This design comes from an exercise in tuning for small area, a short achievable clock period and few clock cycles per item on the open sky130 flow, not from production work.
At most, simulation tests tie the RTL to the original design; equivalence was not proved.
The RTL of run 9 was laid out without a check of its function.
Power and IR drop assume default switching activity.

===== flow/flow/run.sh =====
#!/bin/bash
# The standard layout (the standard.sh) with two changes: port buffers of
# sky130_fd_sc_hd__buf_1, and no full/half-adder cell extraction in synthesis
# (ADDER_MAP_FILE empty), so abc maps the adders for speed.
set -uo pipefail
bash standard.sh "BUFFER_PORTS_ARGS=-buffer_cell sky130_fd_sc_hd__buf_1" "ADDER_MAP_FILE=" finish > standard.log 2>&1

===== flow/standard.sh =====
#!/bin/bash
# synth_recipe.tcl (not shown) runs the flow's synth.tcl, then flattens the netlist and writes it again
# the make line also repeats each setting of config.mk as NAME=value (left out here)
make -C /OpenROAD-flow-scripts/flow DESIGN_CONFIG=/design/flow/config.mk WORK_HOME=/design/flow/orfs CLKGATE_MAP_FILE= SYNTH_SCRIPT=/design/flow/synth_recipe.tcl "${@:-finish}"

===== flow/config.mk =====
export PLATFORM = sky130hd
export DESIGN_NAME = apt_frame_parser
export DESIGN_NICKNAME = apt_frame_parser
export VERILOG_FILES = /design/flow/design.v
export SDC_FILE = /design/flow/constraint.sdc
export NUM_CORES = 4
export LEC_CHECK = 0
export ABC_CLOCK_PERIOD_IN_PS = 2000
export CAP_MARGIN = 20
export CORE_MARGIN = 2
export CORE_UTILIZATION = 40
export CTS_CLUSTER_DIAMETER = 80
export CTS_CLUSTER_SIZE = 24
export PLACE_DENSITY = 0.72
export SETUP_SLACK_MARGIN = 2.15
export SLEW_MARGIN = 20

===== flow/constraint.sdc =====
create_clock -name core_clock -period 4.5 [get_ports {clk}]
set_input_delay 0.9000 -clock core_clock [delete_from_list [all_inputs] [get_ports {clk}]]
set_output_delay 0.9000 -clock core_clock [all_outputs]
set_load 0.01 [all_outputs]

===== flow/design.v =====
module apt_frame_parser (
    input  wire        clk,
    input  wire        rst,
    input  wire        in_valid,
    input  wire [7:0]  in_data,
    output wire        in_ready,
    output wire        out_valid,
    input  wire        out_ready,
    output reg  [1:0]  out_kind,
    output wire [1:0]  out_err,
    output reg  [15:0] out_msgid,
    output reg  [6:0]  out_dest,
    output reg  [7:0]  out_source,
    output reg         out_long,
    output reg  [7:0]  out_param1,
    output reg  [7:0]  out_param2,
    output reg  [63:0] out_f0,
    output reg  [31:0] out_f1,
    output reg  [31:0] out_f2,
    output wire [31:0] out_f3,
    output wire [12:0] out_status
);
    reg         oval;        
    reg         inpay;       
    reg         far;         
    reg         kn;          
    reg  [15:0] q;           
    reg         err_enum;    
    reg  [12:0] st;          
    reg  [2:0]  f3h;         
    reg  [7:0]  nx0;
    reg         rdy;
    assign in_ready   = rdy;
    assign out_valid  = oval;
    assign out_err    = {err_enum, !err_enum};
    assign out_status = st;
    assign out_f3     = {16'd0, f3h, st};
    wire        take = in_valid && in_ready;
    wire [7:0]  d    = in_data;
    wire [15:0] len  = {out_param2, out_param1};
    wire        hdr5 = !inpay && q[2:0] == 3'd5;
    wire        last = hdr5 ? (!out_long || len == 16'd0) : (inpay && q == len);
    function h(input integer k);
        h = take && !inpay && q[2:0] == k;
    endfunction
    function p(input integer k);
        p = take && inpay && !far && q[3:0] == k - 5;
    endfunction
    wire        c1  = kn && out_msgid[3:0] == 4'h1;
    wire        c2  = kn && out_msgid[3:0] == 4'h2;
    wire        c3  = kn && out_msgid[3:0] == 4'h3;
    wire        c4  = kn && out_msgid[3:0] == 4'h4;
    wire        c5  = kn && out_msgid[3:0] == 4'h5;
    wire        c6  = kn && out_msgid[3:0] == 4'h6;
    wire        c7  = kn && out_msgid[3:0] == 4'h7;
    wire        c8  = kn && out_msgid[3:0] == 4'h8;
    wire        known = kn;
    wire        kn_d = d == 8'h10 && nx0[7:4] == 4'h0 &&
                       nx0[3:0] != 4'h0 && nx0[3:0] <= 4'h8;
    wire        l4   = len[15:2] == 14'd0;
    wire        l6   = len[15:3] == 13'd0 && len[2:1] != 2'b11;
    wire        l8   = len[15:3] == 13'd0;
    wire        l14  = len[15:4] == 12'd0 && len[3:1] != 3'b111;
    wire        lshort = c2 ? l6 : c4 ? l4 : c8 ? l8 : l14;
    wire        too_short = (c2 | c3 | c4 | c6 | c7 | c8) && (!out_long || lshort);
    wire        bad_enum  = c1 && out_param2 != 8'd1 && out_param2 != 8'd2;
    wire [18:0] adc = {3'd0, d, out_f1[7:0]} + {1'b0, d, out_f1[7:0], 2'b00};
    wire [7:0]  dz = d & {8{inpay}};
    wire        at0 = !inpay && q[2:0] == 3'd0;
    always @(posedge clk) begin
        if (rst)
            rdy <= 1'b1;
        else
            rdy <= (take && last) || !oval || out_ready || (at0 && !take);
    end
    always @(posedge clk) begin
        if (rst) begin
            oval  <= 1'b0;
            inpay <= 1'b0;
            far   <= 1'b0;
            q     <= 16'd0;
        end else begin
            if (out_ready)
                oval <= 1'b0;
            if (take) begin
                if (last) begin
                    oval  <= 1'b1;
                    inpay <= 1'b0;
                    far   <= 1'b0;
                    q     <= 16'd0;
                end else if (hdr5) begin
                    inpay <= 1'b1;
                    q     <= 16'd1;
                end else begin
                    q     <= q + 16'd1;
                    if (inpay && q[3:0] == 4'd14)
                        far <= 1'b1;
                end
            end
        end
    end
    wire c2378 = c2 | c3 | c7 | c8;
    wire c237  = c2 | c3 | c7;
    wire c37   = c3 | c7;
    wire n15   = !(c1 | c5);
    always @(posedge clk) begin
        if (h(0)) nx0 <= d;
        if (h(1)) begin
            out_msgid       <= {d, nx0};
            kn              <= kn_d;
        end
        if (h(2)) out_param1      <= d;
        if (h(3)) out_param2      <= d;
        if (h(4)) begin
            out_long <= d[7];
            out_dest <= d[6:0];
        end
        if (h(5)) begin
            out_source <= d;
            out_kind   <= !known ? 2'd1 : (too_short || bad_enum) ? 2'd2 : 2'd0;
            err_enum   <= !too_short;
        end
        if (h(2))
            out_f0[7:0] <= {d[7:4] & {4{!c5}}, d[3:0]};
        else if (p(6) && n15)
            out_f0[7:0] <= d;
        else if (p(7) && c4)
            out_f0[7:0] <= adc[7:0];
        if (p(7) && c4)
            out_f0[15:8] <= adc[15:8];
        else if (h(2) || (p(7) && n15))
            out_f0[15:8] <= dz;
        if (p(7) && c4)
            out_f0[23:16] <= {5'd0, adc[18:16]};
        else if (h(2) || (p(8) && c6))
            out_f0[23:16] <= dz;
        if (h(2) || (p(9) && c6))  out_f0[31:24] <= dz;
        if (h(2) || (p(10) && c6)) out_f0[39:32] <= dz;
        if (h(2) || (p(11) && c6)) out_f0[47:40] <= dz;
        if (h(2) || (p(12) && c6)) out_f0[55:48] <= dz;
        if (h(2) || (p(13) && c6)) out_f0[63:56] <= dz;
        if (h(3))
            out_f1[7:0] <= {7'd0, d == 8'd1};
        else if (p(9) && c4)
            out_f1[7:0] <= adc[7:0];
        else if ((p(6) && c4) || (p(8) && n15) || (p(14) && c6))
            out_f1[7:0] <= d;
        if (p(9) && c4)
            out_f1[15:8] <= adc[15:8];
        else if (h(3) || (p(9) && c2378) || (p(15) && c6))
            out_f1[15:8] <= dz;
        if (p(9) && c4)
            out_f1[23:16] <= {5'd0, adc[18:16]};
        else if (p(15) && c6)
            out_f1[23:16] <= {8{d[7]}};
        else if (h(3) || (p(10) && c237))
            out_f1[23:16] <= dz;
        if (p(15) && c6)
            out_f1[31:24] <= {8{d[7]}};
        else if (h(3) || (p(11) && c237))
            out_f1[31:24] <= dz;
        if ((p(10) && c8) || (p(12) && c37) || (p(16) && c6))
            out_f2[7:0] <= d;
        if ((p(11) && c8) || (p(13) && c37) || (p(17) && c6))
            out_f2[15:8] <= d;
        if (h(4) || (p(14) && c3) || (p(18) && c6))
            out_f2[23:16] <= dz;
        if (h(4) || (p(15) && c3) || (p(19) && c6))
            out_f2[31:24] <= dz;
        if (p(12) && c8)
            st[7:0] <= d;
        if (p(13) && c8)
            {f3h, st[12:8]} <= d;
        if (p(16) && c37)
            st[5:0] <= {d[7:4], d[1:0]};
        if (p(17) && c37)
            st[10:6] <= {d[6:4], d[2:1]};
        if (p(19) && c37)
            st[12:11] <= {d[7], d[0]};
    end
endmodule

==> results.yml, run 1 <==
critical_path:
  required_ps: 4650
  r2r_setup_slack_ps: 2200
  worst-path-buf-inv: 2
  max_stage_delay_ps: 360
  cp_max_fo: 15
  critPathKind: "input port to register"
  crit_chain: "buf_1 > and2_1 > nand3_1 > o21ai_1 > buf_4 > nand2b_1"
  cp_slowest_cell: "nand3_1"
  critPathTopFamily: "simple AND/OR/NAND/NOR gates"
  setup.worst_path.end_class: "register"
  cp.arrival_ps: 2500
  startpoint_type: "input port"
floorplanning:
  io_pins: 239
  rows: 58
  core_area_um2: 25000
  die_h_um: 163
  start_util_pct: 40.5
  die_w_um: 163
  die-area_um2: 26700
grt:
  grt_pass1_wl_um: 42200
  grt_pass1_vias: 7070
  antenna_found_initial: 0
  overflow: 0
  grtUsageTotal_pct: 20.8
  grt_max_degree: 38
synth:
  synth_top_area_share_pct: 55.4
  yosys_warnings: 1
  synth_edf_count: 187
  yosys.area.top_type: "edfxtp_1"
  synthArstFlopShare_pct: 0
  synth_flop_cell: "edfxtp_1"
  avgSynthCellArea_um2: 11.9
  synth_area_um2: 10100
  ys_types: 86
  synthCells: 856
  synth-seq-cells: 224
  ys_seq_area_share_pct: 62.7
  synth_area_leaders: "edfxtp_1 55%, dfxtp_1 7.3%, o21ai_0 3.7%, buf_4 2.7%, nor2_1 2.7%"
timing:
  relSlewSlack_pct: 34.4
  worst_slew_pin_slew_ps: 981
  fmax_ghz: 0.426
  slew_viol_final: 0
  hold_violations: 0
  finalCritPeriodShare_pct: 52.2
  final.setup.tns_ps: 0
  fin_ws_ps: 2150
  finalSetupViolations: 0
  finClkSkew_ps: 22.8
  rsz0062_at_grt: "true"
  period_needed_ps: 2350
place:
  finalWeightedCongestion: 0.868
  pre_cts_ws_ps: 1100
  dp.cells: 1361
  place_hpwl_um: 20300
  port_buffers: 222
cells_and_area:
  drive_gt1_share_pct: 14.3
  finalNetCount: 1088
  fill_cells: 2252
  antenna_cells: 0
  fin_util_pct: 48.4
  final_cell_mix: "214 x buf_1, 187 x edfxtp_1, 70 x nor2_1"
  final_common_cell: "buf_1"
  area_growth_pct: 19.4
  final_cells: 1414
hold_path:
  hold_class: "register to register"
detailed_routing:
  viasPerCell: 5.47
  route.detailed.drc: 0
  firstDrtPassIters: 5
  drt_first_iter_violations: 905
  vias: 7733
  ant_nets: 0
  routedWlPerCell_um: 20.4
  wirelength_um: 28800
pwr:
  powerDensity_nw_per_um2: 323
  power_mw: 3.91
  leakage_nw: 4.21
  vdd_drop_max_mv: 0.329
run_status:
  status: "no timing/DRC/antenna violations"
clocking:
  clk_pin_slew_worst_paths_ps: 90
  cts_buffers: 14
  clock-sinks: 224
  root_buffer: "clkbuf_16"
  cts_tree: "yes"
  holdBufCountCts: 0
  clock_path_buffers: 3
  htreeDepth: 1
  clk_latency_ps: 480
flow_run:
  drv_cap: 0
-- flip-flops by register name, indices dropped and copies added, names as in the netlist, 2 cells and up --
signal,flops
out_f0,64
out_f1,32
out_f2,32
out_msgid,16
q,16
st,13
nx0,8
out_param1,8
out_param2,8
out_source,8
out_dest,7
f3h,3
out_kind,2
-- Yosys cell counts, types with 9 or more instances --
cell	number
mux2_2	9
nor2_1	73
dfxtp_1	37
nand2_1	65
xnor2_1	13
nand3_1	29
o21ai_1	9
xor2_1	27
nor3_1	22
mux2i_1	17
buf_4	37
buf_2	19
edfxtp_1	187
clkbuf_1	24
inv_1	23
a21oi_1	37
nand2b_1	11
o31ai_1	12
o21ai_0	74
-- worst register-to-register path, stage by stage (launching register included) --
cell      delay, ps
edfxtp_1        540
maj3_2          400
a22o_2          240
a21oi_2         240
nor2_1           80
a41o_1          220
xnor2_1         230
a21oi_1         100
-- path summary, 6_finish.rpt --
check	start	to	cells after the start
worst max-delay path	in_valid	out_f0[0]	6
worst min-delay path	nx0[7]	out_msgid[7]	0
worst max register to register	out_f1[0]	out_f1[17]	7
worst min register to register	nx0[7]	out_msgid[7]	0
-- metal layers --
metal	vias up	GRT usage [%]	share of wire, %
li1	3532	-	-
met1	3729	27.1	41
met5	-	0	0
met3	54	4.65	8.9
met2	418	34.3	47
met4	0	6.76	2.9
-- report_power, final --
part	leakage, nW	switching (mW)	internal, mW
Clock	0.227	0.690	0.690
Sequential	2.10	0.0265	2.26
Combinational	1.88	0.166	0.0855
Total	4.21	0.882	3.03
-- area by class of cell --
class,instances,area [µm²],share of cell area (%)
flip-flops and latches,224,6390,52.7
clock inverters,2,36.3,0.299
well taps,330,413,3.41
repair buffers,271,1260,10.4
inverters,24,96.3,0.795
multi-input cells,541,3490,28.8
clock buffers,22,433,3.57
-- per-stage QoR --
stage	instance area, µm²	hold WS [ps]
after global placement	11200	427
after CTS	11800	457
after global routing	12100	470
final	12100	453
after detailed placement	11200	440
after floorplan	10300	417
-- cell families after synthesis --
group | after synthesis | share of synthesized area, %
fa+ha+maj | 1 | 0.111
mux | 26 | 2.68
flops | 224 | 62.7
xor+xnor | 40 | 3.45
other cells | 1 | 0.0370
simple gates | 264 | 13.0
buf+inv | 108 | 5.75
compound gates | 192 | 12.3
-- repair_timing --
action / 4_1_cts / 5_1_grt
gates resized for setup: 38 / 30
gates cloned: 1 / 1
endpoints found under the setup margin: 118 / 119
pin swaps: 1 / 6
setup buffers: 4 / 23
Testbench counts, summed over its fixed seeds: cycles 48,895, items 3,200.
==> inputs of run 2 (changes only) <==
--- a/flow/config.mk
+++ b/flow/config.mk
@@ -5,12 +5,12 @@
 export SDC_FILE = /design/flow/constraint.sdc
 export NUM_CORES = 4
 export LEC_CHECK = 0
-export ABC_CLOCK_PERIOD_IN_PS = 2000
+export ABC_AREA = 1
 export CAP_MARGIN = 20
 export CORE_MARGIN = 2
 export CORE_UTILIZATION = 40
 export CTS_CLUSTER_DIAMETER = 80
 export CTS_CLUSTER_SIZE = 24
 export PLACE_DENSITY = 0.72
-export SETUP_SLACK_MARGIN = 2.15
+export SETUP_SLACK_MARGIN = 2.5
 export SLEW_MARGIN = 20
==> results.yml, run 2 <==
run_status:
  status: "no timing/DRC/antenna violations"
synth:
  yosys.area.top_type: "edfxtp_1"
  synth-seq-cells: 224
  avgSynthCellArea_um2: 9.64
  yosys_warnings: 1
  synth_area_um2: 10100
  synth_edf_count: 187
  synth.most_common_cell: "nand2_1"
  synth_common_cells: "267 x nand2_1, 187 x edfxtp_1, 145 x nor2_1, 121 x inv_1, 68 x nand3_1"
  ys_types: 43
  ys_seq_area_share_pct: 63.1
  synth_top_area_share_pct: 55.8
  synth_area_leaders: "edfxtp_1 56%, nand2_1 10%, dfxtp_1 7.4%, nor2_1 5.4%, inv_1 4.5%"
  synthCells: 1044
  synthArstFlopShare_pct: 0
  synth_flop_cell: "edfxtp_1"
detailed_routing:
  route.detailed.drc: 0
  wirelength_um: 30300
  routedWlPerCell_um: 18.1
  ant_nets: 0
  vias: 8458
  firstDrtPassIters: 5
  viasPerCell: 5.06
  drt_first_iter_violations: 912
critical_path:
  critPathTopFamily: "flip-flops"
  startpoint_type: "register"
  worst-path-buf-inv: 1
  r2r_cells: 8
  setup.worst_path.end_class: "output pin"
  crit_chain: "clkbuf_2"
  max_stage_delay_ps: 490
  cp-endpoint: "out_f1[0]"
  reg2reg_from: "out_msgid[0]"
  critPathKind: "register to output pin"
  path_depth: 1
  r2r_setup_slack_ps: 2510
  worstReg2RegEnd: "out_kind[1]"
  cp.arrival_ps: 1150
  crit_start: "out_f1[0]"
  cp_slowest_cell: "edfxtp_1"
  required_ps: 3600
  cp_max_fo: 3
cells_and_area:
  final_common_cell: "nand2_1"
  antenna_cells: 0
  final_cells: 1671
  largest_register_ffs: 64
  fin_util_pct: 52.3
  design_area_um2: 13000
  drive_gt1_share_pct: 21.9
  finalNetCount: 1345
  area_growth_pct: 29.6
  reg_top3: "out_f0: 64 flops, out_f1: 32 flops, out_f2: 32 flops"
  fill_cells: 2237
  final_cell_mix: "230 x nand2_1, 187 x edfxtp_1, 185 x buf_1"
  largest-register: "out_f0"
clocking:
  clock_path_buffers: 3
  htreeDepth: 1
  clk_pin_slew_worst_paths_ps: 90
  clk_latency_ps: 490
  root_buffer: "clkbuf_16"
  clock-sinks: 224
  holdBufCountCts: 0
  cts_buffers: 15
  cts_tree: "yes"
pwr:
  leakage_nw: 5.25
  powerDensity_nw_per_um2: 311
  seqPwrFrac_pct: 57.2
  swShare_pct: 24.7
  clockPowerShare_pct: 34.4
  power_mw: 4.05
  power_switching_mw: 0.999
  pwr-share-comb_pct: 8.4
  vdd_drop_max_mv: 0.330
  p_int_mw: 3.05
place:
  pre_cts_ws_ps: 1180
  finalWeightedCongestion: 0.909
  dpl-instance-area_um2: 11400
  port_buffers: 222
  dp.cells: 1571
  place_hpwl_um: 21500
floorplanning:
  core_area_um2: 25000
  rows: 58
  die-area_um2: 26500
  start_util_pct: 40.3
  io_pins: 239
  die_w_um: 163
  die_h_um: 163
timing:
  relSlewSlack_pct: 45.6
  period_needed_ps: 2050
  slew_viol_final: 0
  worst_slew_pin_slew_ps: 816
  finClkSkew_ps: 16.1
  final.setup.tns_ps: 0
  rsz0062_at_grt: "true"
  whs_ps: 442
  finalCritPeriodShare_pct: 45.5
  finalSetupViolations: 0
  fmax_ghz: 0.488
  fin_ws_ps: 2450
  hold_violations: 0
grt:
  grt_pass1_wl_um: 43900
  overflow: 0
  antenna_found_initial: 0
  grt_pass1_vias: 7753
  grt_max_degree: 26
  grtUsageTotal_pct: 21.8
hold_path:
  hold_class: "register to register"
  worstHoldPathCells: 0
flow_run:
  drv_cap: 0
==> run 2: timing repair <==
action                                  CTS  global route
gates cloned                              3             2
setup buffers                            41            29
gates resized for setup                  69           122
pin swaps                                12            20
endpoints found under the setup margin  247           205
==> run 2: cell type report <==
class / instances / area, µm² / area share, %
sequential: 224 / 6380 / 48.9
multi-input combinational: 659 / 3560 / 27.3
clock buffer: 19 / 390 / 2.99
timing repair inverter: 1 / 7.51 / 0.0576
timing repair buffer: 303 / 1690 / 13.0
clock inverter: 6 / 78.8 / 0.604
inverter: 129 / 523 / 4.01
tap: 330 / 413 / 3.17
==> run 2: routing by layer <==
| layer | global-route usage (%) | vias up | wire, µm |
|---|---|---|---|
| met5 | 0 | - | 0 |
| met4 | 8.17 | 0 | 1150 |
| met3 | 4.61 | 67 | 2840 |
| met2 | 36.0 | 460 | 14000 |
| met1 | 28.3 | 3954 | 12300 |
| li1 | - | 3977 | - |
==> run 2: cells by family after synthesis <==
logic type | share of synthesized area [%]
simple gates | 22.0
xor+xnor | 1.48
buf+inv | 7.95
other cells | 0.0372
compound gates | 5.42
flops | 63.1
==> run 2: worst min-delay path by stage <==
stage	from	end	slack [ps]
final	nx0[6]	out_msgid[6]	440
after global routing	nx0[6]	out_msgid[6]	440
after CTS	nx0[6]	out_msgid[6]	440
after detailed placement	nx0[4]	out_msgid[4]	430
after global placement	nx0[7]	out_msgid[7]	430
after floorplan	nx0[6]	out_msgid[6]	420
==> run 2: power by group through the flow <==
stage	clock [mW]	sequential, mW	combinational (mW)
2_1_floorplan	0	2.38	0.163
3_3_place_gp	0	2.37	0.276
3_5_place_dp	0	2.37	0.282
4_1_cts	1.42	2.32	0.304
5_1_grt	1.50	2.32	0.367
6_report	1.39	2.32	0.340
==> inputs of run 3 (changes only) <==
--- a/flow/config.mk
+++ b/flow/config.mk
@@ -12,5 +12,5 @@
 export CTS_CLUSTER_DIAMETER = 80
 export CTS_CLUSTER_SIZE = 24
 export PLACE_DENSITY = 0.72
-export SETUP_SLACK_MARGIN = 2.5
+export SETUP_SLACK_MARGIN = 2.4
 export SLEW_MARGIN = 20
==> results.yml, run 3 <==
pwr:
  power_mw: 3.94
  vdd_drop_max_mv: 0.260
  powerDensity_nw_per_um2: 320
  leakage_nw: 4.87
timing:
  final.setup.tns_ps: 0
  period_needed_ps: 2110
  fin_ws_ps: 2390
  fmax_ghz: 0.474
  finClkSkew_ps: 24.0
  rsz0062_at_grt: "true"
  relSlewSlack_pct: 42.0
  worst_slew_pin_slew_ps: 869
  slew_viol_final: 0
  finalSetupViolations: 0
  hold_violations: 0
  finalCritPeriodShare_pct: 46.8
synth:
  synth_flop_cell: "edfxtp_1"
  synthCells: 1044
  synth_edf_count: 187
  yosys_warnings: 1
  synth.most_common_cell: "nand2_1"
  ys_seq_area_share_pct: 63.1
  muxShareOfSynthArea_pct: 0
  synthXorXnorAreaFrac_pct: 1.48
  synth_area_um2: 10100
  synth_top_family_by_area: "simple AND/OR/NAND/NOR gates"
  synth-seq-cells: 224
  synth_fa_ha_area_share_pct: 0
  synth_common_cells: "267 x nand2_1, 187 x edfxtp_1, 145 x nor2_1, 121 x inv_1, 68 x nand3_1"
  yosys.area.top_type: "edfxtp_1"
  synth_top_area_share_pct: 55.8
  synth_area_leaders: "edfxtp_1 56%, nand2_1 10%, dfxtp_1 7.4%, nor2_1 5.4%, inv_1 4.5%"
  synth_compound_area_share_pct: 5.42
  ys_types: 43
  synthArstFlopShare_pct: 0
  avgSynthCellArea_um2: 9.64
  yosys.area_share.simple_pct: 22.0
cells_and_area:
  design_area_um2: 12300
  final_cell_mix: "235 x nand2_1, 209 x buf_1, 187 x edfxtp_1"
  largest_register_ffs: 64
  area_growth_pct: 22.1
  reg_top3: "out_f0: 64 flops, out_f1: 32 flops, out_f2: 32 flops"
  antenna_cells: 0
  finalNetCount: 1297
  final_common_cell: "nand2_1"
  final_cells: 1623
  largest-register: "out_f0"
  drive_gt1_share_pct: 14.1
hold_path:
  min_from: "nx0[4]"
  hold_class: "register to register"
  hold_path_end: "out_msgid[4]"
  worstHoldPathCells: 0
critical_path:
  worstReg2RegEnd: "out_f0[16]"
  startpoint_type: "register"
  critPathKind: "register to output pin"
  reg2reg_from: "out_msgid[2]"
  r2r_cells: 6
  critPathTopFamily: "flip-flops"
  cp_slowest_cell: "edfxtp_1"
  crit_chain: "clkbuf_2"
  cp_max_fo: 4
  required_ps: 3600
  r2r_setup_slack_ps: 2410
  setup.worst_path.end_class: "output pin"
  crit_start: "out_f1[0]"
  cp.arrival_ps: 1210
  max_stage_delay_ps: 530
  worst-path-buf-inv: 1
clocking:
  htreeDepth: 1
  holdBufCountCts: 0
  clock_path_buffers: 3
  cts_buffers: 14
  clock-sinks: 224
  clk_pin_slew_worst_paths_ps: 90
  cts_tree: "yes"
  root_buffer: "clkbuf_16"
  clk_latency_ps: 490
detailed_routing:
  firstDrtPassIters: 5
  ant_nets: 0
  routedWlPerCell_um: 17.7
  viasPerCell: 4.99
  drt_first_iter_violations: 719
  route.detailed.drc: 0
  wirelength_um: 28800
  vias: 8093
grt:
  grt_use_met2_pct: 35.2
  grt_max_degree: 26
  grt_pass1_vias: 7510
  overflow: 0
  gr-usage-met1_pct: 27.8
  grt.busiest_layer: "met2"
  grtUsageTotal_pct: 21.1
  grt_pass1_wl_um: 42300
  antenna_found_initial: 0
  use_met3_pct: 4.05
floorplanning:
  die_h_um: 163
  io_pins: 239
  die-area_um2: 26500
  core_area_um2: 25000
  rows: 58
  die_w_um: 163
  start_util_pct: 40.3
place:
  pre_cts_ws_ps: 1160
  port_buffers: 222
  dp.cells: 1570
  finalWeightedCongestion: 0.938
  dpl-instance-area_um2: 11400
  place_hpwl_um: 21500
flow_run:
  drv_cap: 0
run_status:
  status: "no timing/DRC/antenna violations"
[run 3: cell counts after synthesis]
Identical to the previous run, type by type.
[run 3: worst max-delay path by stage]
| stage | to | slack [ps] | cells past startpoint |
|---|---|---|---|
| 2_1_floorplan | out_f2[0] | 2180 | 5 |
| 3_3_place_gp | out_f1[7] | 1250 | 10 |
| 3_5_place_dp | out_f1[3] | 1160 | 9 |
| 4_1_cts | out_f1[0] | 2360 | 1 |
| 5_1_grt | q[11] | 2340 | 10 |
| 6_report | out_f1[0] | 2390 | 1 |
[run 3: kinds of logic after synthesis]
| kind of cell | count (synthesis) |
|---|---|
| xor+xnor | 17 |
| flops | 224 |
| compound gates | 98 |
| other cells | 1 |
| simple gates | 526 |
| buf+inv | 178 |
[run 3: power by group]
group          internal (mW)  switching, mW
combinational         0.0903          0.208
sequential              2.29         0.0316
clock                  0.636          0.684
[run 3: layout make-up]
cell class | count | area [µm²]
fill | 2334 | 12700
clock buffer | 20 | 394
inverter | 129 | 500
clock inverter | 4 | 48.8
timing repair inverter | 1 | 7.51
sequential | 224 | 6360
timing repair buffer | 257 | 1200
multi-input combinational | 658 | 3370
tap | 330 | 413
[run 3: metrics by stage]
stage	util [%]	hold slack [ps]
CTS	48.1	449
floorplan	-	417
finish	49.3	455
global placement	45.5	422
global route	49.3	465
detailed placement	45.5	427
[run 3: what timing repair did]
item / CTS / global route
pin swaps: 7 / 11
buffers inserted: 12 / 15
gates cloned: 2 / 0
gates resized for setup: 26 / 59
setup endpoints to repair: 191 / 164
[run 3: per-layer routing]
| metal | routed length (µm) | part of all wire [%] | vias to the layer above |
|---|---|---|---|
| met5 | 0 | 0 | - |
| met4 | 921 | 3.2 | 0 |
| met3 | 2430 | 8.4 | 52 |
| met2 | 13400 | 46 | 364 |
| met1 | 12100 | 42 | 3800 |
| li1 | - | - | 3877 |
==> inputs of run 4 (changes only) <==
--- a/flow/config.mk
+++ b/flow/config.mk
@@ -11,6 +11,6 @@
 export CORE_UTILIZATION = 40
 export CTS_CLUSTER_DIAMETER = 80
 export CTS_CLUSTER_SIZE = 24
-export PLACE_DENSITY = 0.72
+export PLACE_DENSITY = 0.66
 export SETUP_SLACK_MARGIN = 2.4
 export SLEW_MARGIN = 20
==> results.yml, run 4 <==
run_status:
  status: "no timing/DRC/antenna violations"
timing:
  finClkSkew_ps: 23.4
  fin_ws_ps: 2440
  slew_viol_final: 0
  finalSetupViolations: 0
  worst_slew_pin_slew_ps: 868
  rsz0062_at_grt: "true"
  period_needed_ps: 2060
  relSlewSlack_pct: 42.1
  final.setup.tns_ps: 0
  fmax_ghz: 0.485
  finalCritPeriodShare_pct: 45.8
  hold_violations: 0
synth:
  synth_flop_cell: "edfxtp_1"
  ys_seq_area_share_pct: 63.1
  ys_types: 43
  synth_area_leaders: "edfxtp_1 56%, nand2_1 10%, dfxtp_1 7.4%, nor2_1 5.4%, inv_1 4.5%"
  yosys.area.top_type: "edfxtp_1"
  synthCells: 1044
  synth.most_common_cell: "nand2_1"
  synth_top_area_share_pct: 55.8
  synth-seq-cells: 224
  synth_common_cells: "267 x nand2_1, 187 x edfxtp_1, 145 x nor2_1, 121 x inv_1, 68 x nand3_1"
  synth_area_um2: 10100
  synthArstFlopShare_pct: 0
  yosys_warnings: 1
  synth_edf_count: 187
  avgSynthCellArea_um2: 9.64
cells_and_area:
  largest-register: "out_f0"
  area_growth_pct: 22.3
  drive_gt1_share_pct: 13.0
  final_common_cell: "nand2_1"
  final_cell_mix: "240 x nand2_1, 214 x buf_1, 187 x edfxtp_1"
  reg_top3: "out_f0: 64 flops, out_f1: 32 flops, out_f2: 32 flops"
  fin_util_pct: 49.3
  finalNetCount: 1301
  antenna_cells: 0
  largest_register_ffs: 64
pwr:
  power_switching_mw: 0.964
  swShare_pct: 24.1
  seqPwrFrac_pct: 58.1
  pwr-share-comb_pct: 7.5
  leakage_nw: 4.88
  powerDensity_nw_per_um2: 325
  clockPowerShare_pct: 34.5
  vdd_drop_max_mv: 0.262
  p_int_mw: 3.03
floorplanning:
  die_h_um: 163
  start_util_pct: 40.3
  core_area_um2: 25000
  rows: 58
  die_w_um: 163
  die-area_um2: 26500
  io_pins: 239
critical_path:
  worstReg2RegEnd: "out_f2[20]"
  critPathTopFamily: "flip-flops"
  critPathKind: "register to output pin"
  r2r_setup_slack_ps: 2440
  r2r_cells: 5
  crit_chain: "buf_1"
  cp_max_fo: 6
  max_stage_delay_ps: 440
  startpoint_type: "register"
  setup.worst_path.end_class: "output pin"
  worst-path-buf-inv: 1
  required_ps: 3600
  cp.arrival_ps: 1160
  reg2reg_from: "out_msgid[3]"
  cp_slowest_cell: "edfxtp_1"
hold_path:
  worstHoldPathCells: 0
  hold_class: "register to register"
  hold_path_end: "out_msgid[4]"
  min_from: "nx0[4]"
detailed_routing:
  routedWlPerCell_um: 17.6
  wirelength_um: 28700
  ant_nets: 0
  viasPerCell: 4.99
  firstDrtPassIters: 5
  vias: 8118
  route.detailed.drc: 0
  drt_first_iter_violations: 730
place:
  finalWeightedCongestion: 0.915
  place_hpwl_um: 21100
  port_buffers: 222
  pre_cts_ws_ps: 1170
flow_run:
  drv_cap: 0
clocking:
  root_buffer: "clkbuf_16"
  clk_latency_ps: 480
  clock_path_buffers: 3
  clk_pin_slew_worst_paths_ps: 90
  cts_buffers: 15
  holdBufCountCts: 0
  cts_tree: "yes"
  clock-sinks: 224
  htreeDepth: 1
grt:
  grtUsageTotal_pct: 21.1
  grt_pass1_wl_um: 42300
  overflow: 0
  use_met3_pct: 4.38
  grt_pass1_vias: 7296
  gr-usage-met1_pct: 29.3
  grt_use_met2_pct: 33.8
  grt_max_degree: 26
  antenna_found_initial: 1
  grt.busiest_layer: "met2"
run 4: what timing repair did:
item                       in CTS  in global routing
hold endpoints to repair        0                  0
cloned                          2                  0
setup buffers                  16                 14
setup endpoints to repair     180                161
pin swaps                       9                 10
gates resized for setup        22                 47
run 4: metrics by stage:
| stage | total power, mW | hold slack (ps) | cells | area [µm²] |
|---|---|---|---|---|
| CTS | 4.01 | 445 | 1612 | 12000 |
| finish | 4.00 | 440 | 1626 | 12300 |
| detailed placement | 2.64 | 428 | 1570 | 11400 |
| global placement | 2.64 | 425 | 1570 | 11400 |
| floorplan | 2.55 | 417 | 1059 | 10400 |
| global route | 4.14 | 455 | 1626 | 12300 |
run 4: worst max path at each step:
stage | from | end | depth (start not counted)
after detailed placement | in_valid | out_f1[3] | 9
final | out_param1[1] | out_param1[1] | 1
after floorplan | in_valid | out_f2[0] | 5
after global routing | q[0] | q[11] | 10
after global placement | in_valid | out_f1[7] | 10
after CTS | q[0] | out_f0[48] | 4
run 4: cells by family after synthesis:
kind of cell | share of synthesized area [%]
other cells | 0.0372
compound gates | 5.42
flops | 63.1
buf+inv | 7.95
simple gates | 22.0
xor+xnor | 1.48
run 4: layout make-up:
type / count / area, µm²
Clock inverter: 6 / 77.6
Multi-Input combinational cell: 658 / 3340
Timing Repair Buffer: 260 / 1220
Timing Repair inverter: 1 / 7.51
Inverter: 129 / 500
Fill cell: 2371 / 12700
Clock buffer: 18 / 387
Sequential cell: 224 / 6360
Tap cell: 330 / 413
run 4: per-layer routing:
| layer | vias to the layer above | part of all wire (%) |
|---|---|---|
| met1 | 3784 | 43 |
| met5 | - | 0 |
| met4 | 0 | 2.4 |
| li1 | 3888 | - |
| met2 | 404 | 45 |
| met3 | 42 | 9.2 |
run 4: power by group through the flow:
stage	sequential, mW	clock [mW]	combinational [mW]
floorplan	2.38	0	0.160
global placement	2.37	0	0.274
detailed placement	2.37	0	0.275
CTS	2.32	1.41	0.282
global route	2.33	1.49	0.329
finish	2.32	1.38	0.299
==> inputs of run 5 (changes only) <==
--- a/flow/config.mk
+++ b/flow/config.mk
@@ -9,8 +9,8 @@
 export CAP_MARGIN = 20
 export CORE_MARGIN = 2
 export CORE_UTILIZATION = 40
-export CTS_CLUSTER_DIAMETER = 80
-export CTS_CLUSTER_SIZE = 24
-export PLACE_DENSITY = 0.66
+export CTS_CLUSTER_DIAMETER = 70
+export CTS_CLUSTER_SIZE = 20
+export PLACE_DENSITY = 0.72
 export SETUP_SLACK_MARGIN = 2.4
 export SLEW_MARGIN = 20
==> results.yml, run 5 <==
place:
  finalWeightedCongestion: 0.938
  port_buffers: 222
  place_hpwl_um: 21500
flow_run:
  drv_cap: 0
detailed_routing:
  drt_first_iter_violations: 680
  vias: 8131
  firstDrtPassIters: 5
  routedWlPerCell_um: 17.9
  viasPerCell: 5.00
  ant_nets: 0
  wirelength_um: 29100
  route.detailed.drc: 0
synth:
  synthArstFlopShare_pct: 0
  synth_area_leaders: "edfxtp_1 56%, nand2_1 10%, dfxtp_1 7.4%, nor2_1 5.4%, inv_1 4.5%"
  synth_edf_count: 187
  synth_top_area_share_pct: 55.8
  synthCells: 1044
  yosys.area.top_type: "edfxtp_1"
  synth_area_um2: 10100
  ys_seq_area_share_pct: 63.1
  synth_common_cells: "267 x nand2_1, 187 x edfxtp_1, 145 x nor2_1, 121 x inv_1, 68 x nand3_1"
  ys_types: 43
  synth.most_common_cell: "nand2_1"
  yosys_warnings: 1
  synth_flop_cell: "edfxtp_1"
  synth-seq-cells: 224
  avgSynthCellArea_um2: 9.64
floorplanning:
  rows: 58
  die-area_um2: 26500
  io_pins: 239
  die_w_um: 163
  start_util_pct: 40.3
  die_h_um: 163
  core_area_um2: 25000
critical_path:
  critPathTopFamily: "flip-flops"
  max_stage_delay_ps: 520
  crit_chain: "clkbuf_2"
  startpoint_type: "register"
  setup.worst_path.end_class: "output pin"
  r2r_cells: 5
  cp_slowest_cell: "edfxtp_1"
  path_depth: 1
  cp.arrival_ps: 1210
  worst-path-buf-inv: 1
  critPathKind: "register to output pin"
  cp_max_fo: 4
  required_ps: 3600
grt:
  overflow: 0
  grt_pass1_wl_um: 42700
  antenna_found_initial: 0
  grt_max_degree: 22
  grt_pass1_vias: 7551
  grtUsageTotal_pct: 21.3
cells_and_area:
  final_common_cell: "nand2_1"
  finalNetCount: 1296
  antenna_cells: 0
  reg_top3: "out_f0: 64 flops, out_f1: 32 flops, out_f2: 32 flops"
  drive_gt1_share_pct: 14.0
  area_growth_pct: 23.3
  largest_register_ffs: 64
  final_cell_mix: "237 x nand2_1, 208 x buf_1, 187 x edfxtp_1"
  largest-register: "out_f0"
  fin_util_pct: 49.7
timing:
  finalCritPeriodShare_pct: 46.9
  whs_ps: 440
  hold_violations: 0
  finClkSkew_ps: 16.9
  worst_slew_pin_slew_ps: 887
  fmax_ghz: 0.474
  final.setup.tns_ps: 0
  finalSetupViolations: 0
  rsz0062_at_grt: "true"
  slew_viol_final: 0
  period_needed_ps: 2110
  relSlewSlack_pct: 40.8
clocking:
  htreeDepth: 1
  cts_buffers: 18
  clock_path_buffers: 3
  clk_pin_slew_worst_paths_ps: 80
  clock-sinks: 224
  clk_latency_ps: 510
  root_buffer: "clkbuf_16"
  holdBufCountCts: 0
  cts_tree: "yes"
pwr:
  leakage_nw: 4.91
  powerDensity_nw_per_um2: 340
  vdd_drop_max_mv: 0.297
run_status:
  status: "no timing/DRC/antenna violations"
hold_path:
  hold_class: "register to register"
  worstHoldPathCells: 0
==> run 5: kinds of logic (layout without fill, tap and decap cells) <==
group | Yosys count | count (layout) | synth area share, %
other cells | 1 | 16 | 0.0372
buf+inv | 178 | 414 | 7.95
compound gates | 98 | 98 | 5.42
xor+xnor | 17 | 17 | 1.48
simple gates | 526 | 527 | 22.0
flops | 224 | 224 | 63.1
==> run 5: layout make-up <==
| class | instances | area (µm²) |
|---|---|---|
| fill | 2321 | 12600 |
| inverter | 129 | 504 |
| sequential | 224 | 6370 |
| timing repair buffer | 252 | 1170 |
| tap | 330 | 413 |
| clock buffer | 23 | 490 |
| multi-input combinational | 658 | 3360 |
| clock inverter | 9 | 97.6 |
| timing repair inverter | 1 | 7.51 |
==> run 5: timing repair <==
item	in CTS	in global routing
endpoints found under the setup margin	193	159
pin swaps	7	9
gates cloned	2	0
gates resized for setup	33	61
buffers inserted	13	9
==> run 5: final timing paths <==
path	start	end	slack (ps)
worst max-delay path	out_f1[0]	out_f1[0]	2390
worst min-delay path	nx0[5]	out_msgid[5]	440
worst max register to register	out_msgid[0]	out_f0[9]	2460
worst min register to register	nx0[5]	out_msgid[5]	440
==> run 5: power by group <==
group | leakage, nW | internal, mW | switching, mW
logic | 2.57 | 0.0889 | 0.208
registers | 2.06 | 2.29 | 0.0321
clock network | 0.277 | 0.810 | 0.788
total | 4.91 | 3.19 | 1.03
==> run 5: per-stage QoR <==
step	worst slack, ps	cell area (µm²)	total power [mW]	cells
2_1_floorplan	2180	10400	2.55	1059
3_3_place_gp	1250	11400	2.64	1570
3_5_place_dp	1160	11400	2.65	1570
4_1_cts	2360	12200	4.23	1617
5_1_grt	2340	12400	4.36	1626
6_report	2390	12400	4.22	1626
==> run 5: metal layers <==
layer | GRT usage (%) | part of all wire, % | vias up
met3 | 4.15 | 8.0 | 56
met5 | 0 | 0 | -
li1 | - | - | 3882
met4 | 7.40 | 3.4 | 0
met1 | 27.8 | 42 | 3794
met2 | 35.6 | 46 | 399
==> inputs of run 6 (changes only) <==
--- a/flow/config.mk
+++ b/flow/config.mk
@@ -5,12 +5,12 @@
 export SDC_FILE = /design/flow/constraint.sdc
 export NUM_CORES = 4
 export LEC_CHECK = 0
-export ABC_AREA = 1
+export ABC_CLOCK_PERIOD_IN_PS = 2000
 export CAP_MARGIN = 20
 export CORE_MARGIN = 2
 export CORE_UTILIZATION = 40
 export CTS_CLUSTER_DIAMETER = 70
 export CTS_CLUSTER_SIZE = 20
 export PLACE_DENSITY = 0.72
-export SETUP_SLACK_MARGIN = 2.4
+export SETUP_SLACK_MARGIN = 2.2
 export SLEW_MARGIN = 20
==> results.yml, run 6 <==
cells_and_area:
  finalNetCount: 1080
  final_common_cell: "buf_1"
  largest-register: "out_f0"
  final_cell_mix: "215 x buf_1, 187 x edfxtp_1, 70 x nor2_1"
  fill_cells: 2211
  antenna_cells: 0
  area_growth_pct: 21.2
  final_cells: 1408
  drive_gt1_share_pct: 16.0
  reg_top3: "out_f0: 64 flops, out_f1: 32 flops, out_f2: 32 flops"
  largest_register_ffs: 64
  fin_util_pct: 49.1
floorplanning:
  core_area_um2: 25000
  rows: 58
  die_w_um: 163
  die-area_um2: 26700
  die_h_um: 163
  start_util_pct: 40.5
  io_pins: 239
critical_path:
  cp_slowest_cell: "edfxtp_1"
  crit_chain: "nand3b_1 > nor3_4 > buf_4 > and3_1 > nand3_1 > o31ai_1 > a21oi_1 > nand2_1"
  r2r_setup_slack_ps: 2230
  worst-path-buf-inv: 1
  cp_max_fo: 6
  startpoint_type: "register"
  max_stage_delay_ps: 450
  cp.arrival_ps: 2620
  setup.worst_path.end_class: "register"
  required_ps: 4850
  critPathTopFamily: "simple AND/OR/NAND/NOR gates"
  critPathKind: "register to register"
grt:
  antenna_found_initial: 0
  grt_max_degree: 38
  grt.busiest_layer: "met2"
  grt_pass1_wl_um: 41500
  grt_pass1_vias: 6931
  gr-usage-met1_pct: 27.4
  grt_use_met2_pct: 34.2
  grtUsageTotal_pct: 20.5
  overflow: 0
  use_met3_pct: 3.71
detailed_routing:
  ant_nets: 0
  firstDrtPassIters: 5
  route.detailed.drc: 0
  vias: 7765
  wirelength_um: 28900
  drt_first_iter_violations: 780
  viasPerCell: 5.51
  routedWlPerCell_um: 20.5
clocking:
  root_buffer: "clkbuf_16"
  clk_latency_ps: 490
  cts_buffers: 16
  clk_pin_slew_worst_paths_ps: 90
  clock-sinks: 224
  cts_tree: "yes"
  htreeDepth: 1
  clock_path_buffers: 3
  holdBufCountCts: 0
synth:
  synth_common_cells: "187 x edfxtp_1, 74 x o21ai_0, 73 x nor2_1, 65 x nand2_1"
  synth_area_leaders: "edfxtp_1 55%, dfxtp_1 7.3%, o21ai_0 3.7%, buf_4 2.7%, nor2_1 2.7%"
  avgSynthCellArea_um2: 11.9
  ys_seq_area_share_pct: 62.7
  synth.most_common_cell: "edfxtp_1"
  ys_types: 86
  synth_top_area_share_pct: 55.4
  yosys.area.top_type: "edfxtp_1"
  synth-seq-cells: 224
  synth_flop_cell: "edfxtp_1"
  synthArstFlopShare_pct: 0
  synth_edf_count: 187
  yosys_warnings: 1
  synth_area_um2: 10100
  synthCells: 856
pwr:
  powerDensity_nw_per_um2: 325
  vdd_drop_max_mv: 0.272
  leakage_nw: 4.25
timing:
  worst_slew_pin_slew_ps: 954
  slew_viol_final: 0
  finalCritPeriodShare_pct: 50.5
  finalSetupViolations: 0
  hold_violations: 0
  period_needed_ps: 2270
  final.setup.tns_ps: 0
  relSlewSlack_pct: 36.4
  finClkSkew_ps: 19.6
  whs_ps: 441
  fmax_ghz: 0.440
  rsz0062_at_grt: "true"
place:
  dp.cells: 1352
  finalWeightedCongestion: 0.924
  port_buffers: 222
  place_hpwl_um: 20200
flow_run:
  drv_cap: 0
run_status:
  status: "no timing/DRC/antenna violations"
hold_path:
  hold_class: "register to register"
## run 6: path summary, 6_finish.rpt
kind,startpoint,endpoint,depth (start not counted)
max reg2reg,out_msgid[3],out_f0[15],8
min reg2reg,nx0[6],out_msgid[6],0
max,out_msgid[3],out_f0[15],8
min,nx0[6],out_msgid[6],0
## run 6: timing repair
item	4_1_cts	5_1_grt
setup endpoints to repair	150	164
buffers inserted	3	24
resized for setup	46	51
gates cloned	1	0
pin swaps	1	14
## run 6: metal layers
layer	routed length, µm	vias to the layer above
met1	11800	3758
met2	13700	431
met3	2550	53
met4	857	0
li1	-	3523
met5	0	-
## run 6: cells by family (layout without fill, tap and decap cells)
group,after synthesis,count (layout),synth area share (%)
other,1,16,0.0370
adders and majority gates,1,1,0.111
AOI/OAI and AO/OA,192,193,12.3
muxes,26,26,2.68
DFF,224,224,62.7
xor gates and xnor gates,40,40,3.45
and+or+nand+nor,264,264,13.0
buffers and inverters,108,314,5.75
## run 6: worst register-to-register path, cell delays in order, from the launching register on
cell,delay (ps)
edfxtp_1,450
nand3b_1,310
nor3_4,390
buf_4,190
and3_1,400
nand3_1,120
o31ai_1,100
a21oi_1,60
nand2_1,110
## run 6: layout make-up
| cell class | count | area [µm²] | area share, % |
|---|---|---|---|
| flip-flops and latches | 224 | 6390 | 52.0 |
| multi-input cells | 540 | 3650 | 29.7 |
| repair buffers | 262 | 1230 | 10.0 |
| clock buffers | 24 | 473 | 3.85 |
| well taps | 330 | 413 | 3.36 |
| inverters | 24 | 95.1 | 0.773 |
| clock inverters | 4 | 36.3 | 0.295 |
## run 6: per-stage QoR
| stage | worst slack [ps] | cell area (µm²) | power (mW) |
|---|---|---|---|
| 3_3_place_gp | 1250 | 11200 | 2.56 |
| 6_report | 2230 | 12300 | 3.99 |
| 4_1_cts | 2110 | 11900 | 4.00 |
| 2_1_floorplan | 2070 | 10400 | 2.50 |
| 3_5_place_dp | 1250 | 11200 | 2.56 |
| 5_1_grt | 2100 | 12300 | 4.12 |
## run 6: power by group
part	switching [mW]	internal (mW)	leakage, nW
clock	0.703	0.748	0.249
sequential	0.0271	2.26	2.10
combinational	0.171	0.0863	1.89
==> inputs of run 7 (changes only) <==
--- a/flow/config.mk
+++ b/flow/config.mk
@@ -8,9 +8,9 @@
 export ABC_CLOCK_PERIOD_IN_PS = 2000
 export CAP_MARGIN = 20
 export CORE_MARGIN = 2
-export CORE_UTILIZATION = 40
-export CTS_CLUSTER_DIAMETER = 70
-export CTS_CLUSTER_SIZE = 20
+export CORE_UTILIZATION = 46
+export CTS_CLUSTER_DIAMETER = 80
+export CTS_CLUSTER_SIZE = 24
 export PLACE_DENSITY = 0.72
 export SETUP_SLACK_MARGIN = 2.2
 export SLEW_MARGIN = 20
==> results.yml, run 7 <==
run_status:
  status: "no timing/DRC/antenna violations"
critical_path:
  cp.arrival_ps: 2510
  required_ps: 4720
  critPathKind: "input port to register"
  startpoint_type: "input port"
  setup.worst_path.end_class: "register"
  r2r_setup_slack_ps: 2250
  cp_max_fo: 15
synth:
  synth_area_leaders: "edfxtp_1 55%, dfxtp_1 7.3%, o21ai_0 3.7%, buf_4 2.7%, nor2_1 2.7%"
  synth_common_cells: "187 x edfxtp_1, 74 x o21ai_0, 73 x nor2_1, 65 x nand2_1"
  synthCells: 856
  synth.most_common_cell: "edfxtp_1"
  synthArstFlopShare_pct: 0
  synth_flop_cell: "edfxtp_1"
  avgSynthCellArea_um2: 11.9
  synth-seq-cells: 224
  synth_area_um2: 10100
  ys_seq_area_share_pct: 62.7
  yosys_warnings: 1
  ys_types: 86
  yosys.area.top_type: "edfxtp_1"
  synth_edf_count: 187
  synth_top_area_share_pct: 55.4
detailed_routing:
  routedWlPerCell_um: 20.9
  firstDrtPassIters: 5
  viasPerCell: 5.65
  ant_nets: 0
  wirelength_um: 28400
  drt_first_iter_violations: 630
  route.detailed.drc: 0
  vias: 7680
clocking:
  clk_latency_ps: 490
  clock-sinks: 224
  clock_path_buffers: 3
  cts_buffers: 14
  clk_pin_slew_worst_paths_ps: 90
  holdBufCountCts: 0
  cts_tree: "yes"
  root_buffer: "clkbuf_16"
  htreeDepth: 1
timing:
  finalSetupViolations: 0
  finClkSkew_ps: 24.9
  final.setup.tns_ps: 0
  hold_violations: 0
  worst_slew_pin_slew_ps: 1020
  rsz0062_at_grt: "true"
  period_needed_ps: 2290
  finalCritPeriodShare_pct: 50.9
  fmax_ghz: 0.437
  relSlewSlack_pct: 31.4
  slew_viol_final: 0
flow_run:
  drv_cap: 0
cells_and_area:
  drive_gt1_share_pct: 16.3
  final_common_cell: "buf_1"
  antenna_cells: 0
  design_area_um2: 12300
  final_cell_mix: "215 x buf_1, 187 x edfxtp_1, 71 x nor2_1"
  reg_top3: "out_f0: 64 flops, out_f1: 32 flops, out_f2: 32 flops"
  largest_register_ffs: 64
  area_growth_pct: 21.2
  finalNetCount: 1084
  largest-register: "out_f0"
place:
  place_hpwl_um: 19500
  finalWeightedCongestion: 0.914
  port_buffers: 222
  dpl-instance-area_um2: 11100
hold_path:
  hold_class: "register to register"
grt:
  grtUsageTotal_pct: 22.8
  grt_pass1_vias: 7104
  grt_pass1_wl_um: 41800
  overflow: 0
  antenna_found_initial: 0
  grt_max_degree: 38
floorplanning:
  die-area_um2: 23300
  io_pins: 239
  die_w_um: 153
  rows: 54
  start_util_pct: 46.6
  die_h_um: 153
  core_area_um2: 21800
pwr:
  vdd_drop_max_mv: 0.318
  powerDensity_nw_per_um2: 318
  leakage_nw: 4.29
## run 7: critical path: stages
cell     delay (ps)
buf_1           130
and2_1          340
nand3_2         320
o21ai_1         170
buf_4           240
mux2_2          390
## run 7: layout make-up
class,instances,area [µm²]
clock buffer,20,415
clock inverter,4,43.8
fill,1864,9460
inverter,24,98.8
multi-input combinational,540,3690
sequential,224,6390
tap,280,350
timing repair buffer,268,1310
## run 7: cells by family (layout without fill, tap and decap cells)
| kind of cell | Yosys count | count (layout) | synth area share (%) |
|---|---|---|---|
| adders and majority gates | 1 | 1 | 0.111 |
| and+or+nand+nor | 264 | 264 | 13.0 |
| other | 1 | 16 | 0.0370 |
| buffers and inverters | 108 | 316 | 5.75 |
| muxes | 26 | 26 | 2.68 |
| xor gates and xnor gates | 40 | 40 | 3.45 |
| DFF | 224 | 224 | 62.7 |
| AOI/OAI and AO/OA | 192 | 193 | 12.3 |
## run 7: routing by layer
layer,part of all wire (%),global-route usage [%],vias to the layer above
li1,-,-,3537
met1,41,30.9,3726
met2,48,38.4,372
met3,7.5,3.90,45
met4,2.9,6.17,0
met5,0,0,-
## run 7: final timing paths
check / start / end / cells after the start
setup / recovery: in_valid / out_f0[3] / 6
hold / removal: nx0[2] / out_msgid[2] / 0
setup reg to reg: out_f1[0] / out_f1[10] / 8
hold reg to reg: nx0[2] / out_msgid[2] / 0
## run 7: power breakdown
group          total [mW]  internal, mW  switching (mW)  leakage [nW]
Clock                1.37         0.670           0.698         0.222
Combinational       0.258        0.0892           0.169          1.96
Sequential           2.28          2.26          0.0251          2.10
Total                3.91          3.02           0.892          4.29
## run 7: metrics by stage
stage,worst slack [ps],total power [mW],std cells,hold WS (ps),utilization [%]
2_1_floorplan,2070,2.50,871,417,-
3_3_place_gp,1230,2.55,1302,426,51.2
3_5_place_dp,1130,2.56,1302,434,51.2
4_1_cts,2150,3.91,1331,455,54.3
5_1_grt,2110,4.03,1360,466,56.5
6_report,2210,3.91,1360,455,56.5
## run 7: repair_timing
| action | 4_1_cts | 5_1_grt |
|---|---|---|
| endpoints found under the hold margin | 0 | 0 |
| endpoints found under the setup margin | 166 | 167 |
| buffers inserted | 4 | 28 |
| pin swaps | 1 | 13 |
| gates resized for setup | 57 | 49 |
| cloned | 1 | 1 |
==> inputs of run 8 (changes only) <==
--- a/flow/config.mk
+++ b/flow/config.mk
@@ -6,11 +6,11 @@
 export NUM_CORES = 4
 export LEC_CHECK = 0
 export ABC_CLOCK_PERIOD_IN_PS = 2000
-export CAP_MARGIN = 20
+export CAP_MARGIN = 5
 export CORE_MARGIN = 2
-export CORE_UTILIZATION = 46
+export CORE_UTILIZATION = 40
 export CTS_CLUSTER_DIAMETER = 80
 export CTS_CLUSTER_SIZE = 24
 export PLACE_DENSITY = 0.72
 export SETUP_SLACK_MARGIN = 2.2
-export SLEW_MARGIN = 20
+export SLEW_MARGIN = 5
==> results.yml, run 8 <==
run_status:
  status: "no timing/DRC/antenna violations"
critical_path:
  worstReg2RegEnd: "out_f1[27]"
  startpoint_type: "register"
  cpMostUsedCell: "buf_4"
  cp_slowest_cell: "edfxtp_1"
  cp_max_fo: 5
  crit_chain: "buf_4 > buf_4 > buf_1"
  critPathKind: "register to output pin"
  setup.worst_path.end_class: "output pin"
  r2r_cells: 5
  required_ps: 3600
  cp.arrival_ps: 1390
  r2r_setup_slack_ps: 2220
  reg2reg_from: "kn"
  max_stage_delay_ps: 460
synth:
  avgSynthCellArea_um2: 11.9
  synth_common_cells: "187 x edfxtp_1, 74 x o21ai_0, 73 x nor2_1, 65 x nand2_1"
  ys_seq_area_share_pct: 62.7
  yosys.area.top_type: "edfxtp_1"
  synthArstFlopShare_pct: 0
  synth_area_leaders: "edfxtp_1 55%, dfxtp_1 7.3%, o21ai_0 3.7%, buf_4 2.7%, nor2_1 2.7%"
  synthCells: 856
  synth_area_um2: 10100
  synth_edf_count: 187
  synth.most_common_cell: "edfxtp_1"
  synth_top_area_share_pct: 55.4
  synth_flop_cell: "edfxtp_1"
  ys_types: 86
  synth-seq-cells: 224
  yosys_warnings: 1
detailed_routing:
  wirelength_um: 28500
  viasPerCell: 5.48
  drt_first_iter_violations: 828
  vias: 7690
  routedWlPerCell_um: 20.3
  ant_nets: 0
  route.detailed.drc: 0
  firstDrtPassIters: 6
cells_and_area:
  final_cells: 1403
  antenna_cells: 0
  drive_gt1_share_pct: 14.4
  final_cell_mix: "215 x buf_1, 187 x edfxtp_1, 71 x nor2_1"
  area_growth_pct: 19.9
  largest-register: "out_f0"
  reg_top3: "out_f0: 64 flops, out_f1: 32 flops, out_f2: 32 flops"
  largest_register_ffs: 64
  final_common_cell: "buf_1"
  finalNetCount: 1077
floorplanning:
  io_pins: 239
  start_util_pct: 40.5
  rows: 58
  die_h_um: 163
  core_area_um2: 25000
  die_w_um: 163
  die-area_um2: 26700
clocking:
  clock_path_buffers: 3
  clk_pin_slew_worst_paths_ps: 90
  clk_latency_ps: 500
  cts_buffers: 14
  holdBufCountCts: 0
  root_buffer: "clkbuf_16"
  htreeDepth: 1
  clock-sinks: 224
  cts_tree: "yes"
grt:
  antenna_found_initial: 0
  grt_pass1_vias: 6815
  grtUsageTotal_pct: 20.2
  grt_pass1_wl_um: 40900
  overflow: 0
  grt_max_degree: 38
timing:
  finClkSkew_ps: 31.8
  fmax_ghz: 0.437
  relSlewSlack_pct: 19.1
  hold_violations: 0
  finalSetupViolations: 0
  slew_viol_final: 0
  period_needed_ps: 2290
  worst_slew_pin_slew_ps: 1210
  final.setup.tns_ps: 0
  rsz0062_at_grt: "true"
  finalCritPeriodShare_pct: 50.8
  fin_ws_ps: 2210
pwr:
  vdd_drop_max_mv: 0.305
  powerDensity_nw_per_um2: 318
  leakage_nw: 4.19
  power_mw: 3.86
hold_path:
  hold_class: "register to register"
  worstHoldPathCells: 0
  hold_path_end: "out_msgid[6]"
  min_from: "nx0[6]"
place:
  place_hpwl_um: 20100
  dp.cells: 1351
  pre_cts_ws_ps: 1250
  port_buffers: 222
  finalWeightedCongestion: 0.924
flow_run:
  drv_cap: 0
[run 8: metal layers]
layer	global-route usage [%]	share of wire [%]	vias to the layer above	wire length (µm)
li1	-	-	3527	-
met1	26.8	41	3687	11600
met4	6.84	2.8	0	807
met5	0	0	-	0
met3	3.78	9.1	50	2600
met2	33.4	48	426	13600
[run 8: repair_timing]
action,in CTS,in global routing
setup buffers,1,26
resized for setup,41,44
cloned,1,0
pin swaps,1,10
endpoints found under the setup margin,166,188
[run 8: area by class of cell]
| class | count | area (µm²) |
|---|---|---|
| well taps | 330 | 413 |
| fillers | 2217 | 12900 |
| flip-flops and latches | 224 | 6390 |
| inverters | 24 | 92.6 |
| clock buffers | 19 | 390 |
| multi-input cells | 540 | 3580 |
| repair buffers | 261 | 1240 |
| clock inverters | 5 | 50.0 |
[run 8: cells by family (layout without fill, tap and decap cells)]
group,after synthesis,in the layout,synth area share (%)
flops,224,224,62.7
simple gates,264,264,13.0
buf+inv,108,309,5.75
compound gates,192,193,12.3
xor+xnor,40,40,3.45
other cells,1,16,0.0370
mux,26,26,2.68
fa+ha+maj,1,1,0.111
[run 8: worst max-delay path, delay by kind of cell (launching register included)]
| family | cells | cell delay [ps] |
|---|---|---|
| buffers and inverters | 3 | 460 |
| flip-flops | 1 | 460 |
[run 8: how the worst max path moves through the flow]
stage,startpoint,end,slack (ps),cells after the start
after CTS,out_msgid[1],out_f2[8],2170,4
after global routing,kn,out_f1[28],2050,5
after detailed placement,in_data[4],out_f1[16],1250,9
final,out_msgid[3],out_msgid[3],2210,3
after floorplan,in_valid,out_f0[32],2070,3
after global placement,in_data[1],out_f0[12],1250,9
[run 8: report_power, final]
group          total [mW]  internal (mW)  leakage, nW  switching (mW)
sequential           2.28           2.26         2.10          0.0264
clock                1.33          0.634        0.215           0.693
combinational       0.254         0.0849         1.87           0.169
total                3.86           2.98         4.19           0.888
[run 8: through the flow]
stage          util (%)  instance area, µm²  hold WS [ps]
6_report           48.6               12200           452
3_3_place_gp       44.7               11200           424
4_1_cts            47.0               11800           443
2_1_floorplan         -               10400           417
5_1_grt            48.6               12200           460
3_5_place_dp       44.7               11200           428
==> inputs of run 9 (changes only) <==
--- a/flow/design.v
+++ b/flow/design.v
@@ -64,7 +64,9 @@
     wire        lshort = c2 ? l6 : c4 ? l4 : c8 ? l8 : l14;
     wire        too_short = (c2 | c3 | c4 | c6 | c7 | c8) && (!out_long || lshort);
     wire        bad_enum  = c1 && out_param2 != 8'd1 && out_param2 != 8'd2;
-    wire [18:0] adc = {3'd0, d, out_f1[7:0]} + {1'b0, d, out_f1[7:0], 2'b00};
+    wire [10:0] adc_lo = {3'd0, out_f1[7:0]} + {1'b0, out_f1[7:0], 2'b00};
+    wire [10:0] adc_hi = {3'd0, d} + {1'b0, d, 2'b00} + {8'd0, adc_lo[10:8]};
+    wire [18:0] adc = {adc_hi, adc_lo[7:0]};
     wire [7:0]  dz = d & {8{inpay}};
     wire        at0 = !inpay && q[2:0] == 3'd0;
     always @(posedge clk) begin
--- a/flow/config.mk
+++ b/flow/config.mk
@@ -6,11 +6,11 @@
 export NUM_CORES = 4
 export LEC_CHECK = 0
 export ABC_CLOCK_PERIOD_IN_PS = 2000
-export CAP_MARGIN = 5
+export CAP_MARGIN = 20
 export CORE_MARGIN = 2
 export CORE_UTILIZATION = 40
 export CTS_CLUSTER_DIAMETER = 80
 export CTS_CLUSTER_SIZE = 24
-export PLACE_DENSITY = 0.72
+export PLACE_DENSITY = 0.6
 export SETUP_SLACK_MARGIN = 2.2
-export SLEW_MARGIN = 5
+export SLEW_MARGIN = 20
==> results.yml, run 9 <==
synth:
  synth.most_common_cell: "edfxtp_1"
  synth_area_um2: 9970
  synthCells: 837
  yosys.area.top_type: "edfxtp_1"
  ys_types: 76
  synth_common_cells: "187 x edfxtp_1, 75 x nand2_1, 72 x o21ai_0, 70 x nor2_1, 42 x a21oi_1"
  ys_seq_area_share_pct: 63.8
  synthArstFlopShare_pct: 0
  synth_top_area_share_pct: 56.3
  yosys_warnings: 1
  synth_area_leaders: "edfxtp_1 56%, dfxtp_1 7.4%, o21ai_0 3.6%, nand2_1 2.8%, nor2_1 2.6%"
  synth_flop_cell: "edfxtp_1"
  synth_edf_count: 187
  avgSynthCellArea_um2: 11.9
  synth-seq-cells: 224
timing:
  worst_slew_pin_slew_ps: 915
  fmax_ghz: 0.358
  slew_viol_final: 0
  period_needed_ps: 2790
  finalCritPeriodShare_pct: 62.1
  hold_violations: 0
  relSlewSlack_pct: 38.9
  final.setup.tns_ps: 0
  whs_ps: 423
  rsz0062_at_grt: "true"
  finClkSkew_ps: 25.3
  finalSetupViolations: 0
detailed_routing:
  route.detailed.drc: 0
  firstDrtPassIters: 5
  routedWlPerCell_um: 20.3
  ant_nets: 0
  wirelength_um: 29000
  vias: 7600
  drt_first_iter_violations: 645
  viasPerCell: 5.32
cells_and_area:
  largest-register: "out_f0"
  reg_top3: "out_f0: 64 flops, out_f1: 32 flops, out_f2: 32 flops"
  drive_gt1_share_pct: 19.4
  area_growth_pct: 27.0
  antenna_cells: 0
  fill_cells: 2195
  final_cell_mix: "219 x buf_1, 187 x edfxtp_1, 69 x nand2_1"
  final_common_cell: "buf_1"
  final_cells: 1428
  finalNetCount: 1108
  largest_register_ffs: 64
clocking:
  root_buffer: "clkbuf_16"
  clk_latency_ps: 500
  htreeDepth: 1
  cts_tree: "yes"
  clock-sinks: 224
  clk_pin_slew_worst_paths_ps: 100
  cts_buffers: 15
  clock_path_buffers: 3
floorplanning:
  io_pins: 239
  die-area_um2: 26200
  core_area_um2: 24400
  rows: 57
  die_h_um: 162
  start_util_pct: 40.9
  die_w_um: 162
flow_run:
  drv_cap: 0
grt:
  grtUsageTotal_pct: 21.2
  grt_pass1_vias: 6837
  antenna_found_initial: 0
  grt_max_degree: 26
  overflow: 0
  grt_pass1_wl_um: 42400
critical_path:
  startpoint_type: "register"
  required_ps: 4830
  cp.arrival_ps: 3130
  critPathKind: "register to register"
  setup.worst_path.end_class: "register"
  cp_max_fo: 6
place:
  place_hpwl_um: 19700
  finalWeightedCongestion: 0.866
  port_buffers: 222
  dp.cells: 1340
pwr:
  power_mw: 3.91
  leakage_nw: 4.38
  vdd_drop_max_mv: 0.313
  powerDensity_nw_per_um2: 308
run_status:
  status: "no timing/DRC/antenna violations"
hold_path:
  hold_class: "register to register"
## run 9: repair_timing
action,4_1_cts,5_1_grt
cloned,1,1
pin swaps,25,28
endpoints found under the setup margin,127,127
gates resized for setup,41,37
setup buffers,32,29
hold buffers,0,0
## run 9: where the power goes
group,switching (mW),internal (mW),total [mW]
sequential,0.0126,2.25,2.26
clock,0.752,0.674,1.43
combinational,0.147,0.0705,0.217
total,0.911,2.99,3.91
## run 9: path summary, 6_finish.rpt
path	end	slack (ps)	from	depth (start not counted)
max	out_f0[15]	1710	out_f1[0]	11
min	out_msgid[6]	420	nx0[6]	0
max reg2reg	out_f0[15]	1710	out_f1[0]	11
min reg2reg	out_msgid[6]	420	nx0[6]	0
## run 9: stage by stage
stage / instance area (µm²) / util [%] / setup WS (ps)
after global placement: 11300 / 46.4 / 1180
after CTS: 12300 / 50.3 / 1770
final: 12700 / 51.9 / 1710
after detailed placement: 11300 / 46.4 / 1110
after floorplan: 10500 / - / 1800
after global routing: 12700 / 51.9 / 1610
## run 9: metal layers
metal / vias up / wire (µm) / track usage [%]
met5: - / 0 / 0
met4: 0 / 771 / 5.47
met3: 43 / 2140 / 3.70
met2: 343 / 13400 / 34.1
met1: 3666 / 12800 / 30.0
li1: 3548 / - / -
## run 9: cells by family (layout without fill, tap and decap cells)
| family | Yosys count | count (layout) | share of synthesized area, % |
|---|---|---|---|
| adder cells (fa/ha/maj) | 3 | 3 | 0.314 |
| flip-flops | 224 | 224 | 63.8 |
| AND/OR/NAND/NOR | 268 | 270 | 13.2 |
| other | 1 | 16 | 0.0376 |
| multiplexers | 22 | 22 | 2.31 |
| AO/OA/AOI/OAI | 185 | 185 | 12.0 |
| XOR/XNOR | 39 | 39 | 3.43 |
| buffers and inverters | 95 | 345 | 4.96 |
## run 9: worst max-delay path, stage by stage, from the launching register on
cell and delay (ps):
edfxtp_1 530, o211ai_2 240, a21oi_4 100, buf_6 140
maj3_2 340, xnor2_4 160, o211a_1 170, o21a_1 230
buf_4 150, o21a_1 200, or2_1 220, o221ai_1 150
## run 9: area by class of cell
class | count | area [µm²] | area share [%]
Multi-Input combinational cell | 535 | 3790 | 30.0
Clock buffer | 20 | 404 | 3.19
Timing Repair Buffer | 299 | 1520 | 12.0
Sequential cell | 224 | 6390 | 50.4
Tap cell | 324 | 405 | 3.20
Inverter | 21 | 78.8 | 0.623
Clock inverter | 5 | 75.1 | 0.593

re-timing with driven ports:
In the flow no input, the clock included, has a driving cell. The finished layouts below were timed again as built, in two steps.
Step 1, drivers: a clkbuf_16 drives clk and a buf_2 each remaining input, both assumed.
Step 2 also shifts input and output timing later by t, the mid clock arrival at the registers, as if the neighbouring blocks saw the same clock.
a / b / c = no drivers / after step 1 / after step 2; a / b = the first two.
| run | t (ns) | slack for setup (ns) | latest minus earliest clock arrival (ns) |
|---|---|---|---|
| run 1 | 0.520 | 2.150 / 2.131 / 1.611 | 0.025 / 0.025 |
| run 2 | 0.528 | 2.451 / 2.405 / 2.012 | 0.016 / 0.017 |
| run 3 | 0.528 | 2.392 / 2.342 / 1.943 | 0.024 / 0.025 |
| run 4 | 0.519 | 2.440 / 2.392 / 1.966 | 0.025 / 0.024 |
| run 5 | 0.551 | 2.388 / 2.339 / 1.910 | 0.017 / 0.018 |
| run 6 | 0.528 | 2.228 / 2.224 / 1.742 | 0.025 / 0.025 |
| run 7 | 0.524 | 2.211 / 2.174 / 1.680 | 0.026 / 0.026 |
| run 8 | 0.528 | 2.213 / 2.166 / 1.756 | 0.033 / 0.033 |
| run 9 | 0.536 | 1.707 / 1.707 / 1.330 | 0.027 / 0.027 |
After both steps setup and hold are still met in every run listed. For run 1, which loses most, drivers alone change the setup slack by -0.019 ns; drivers and shift together by -0.539 ns.
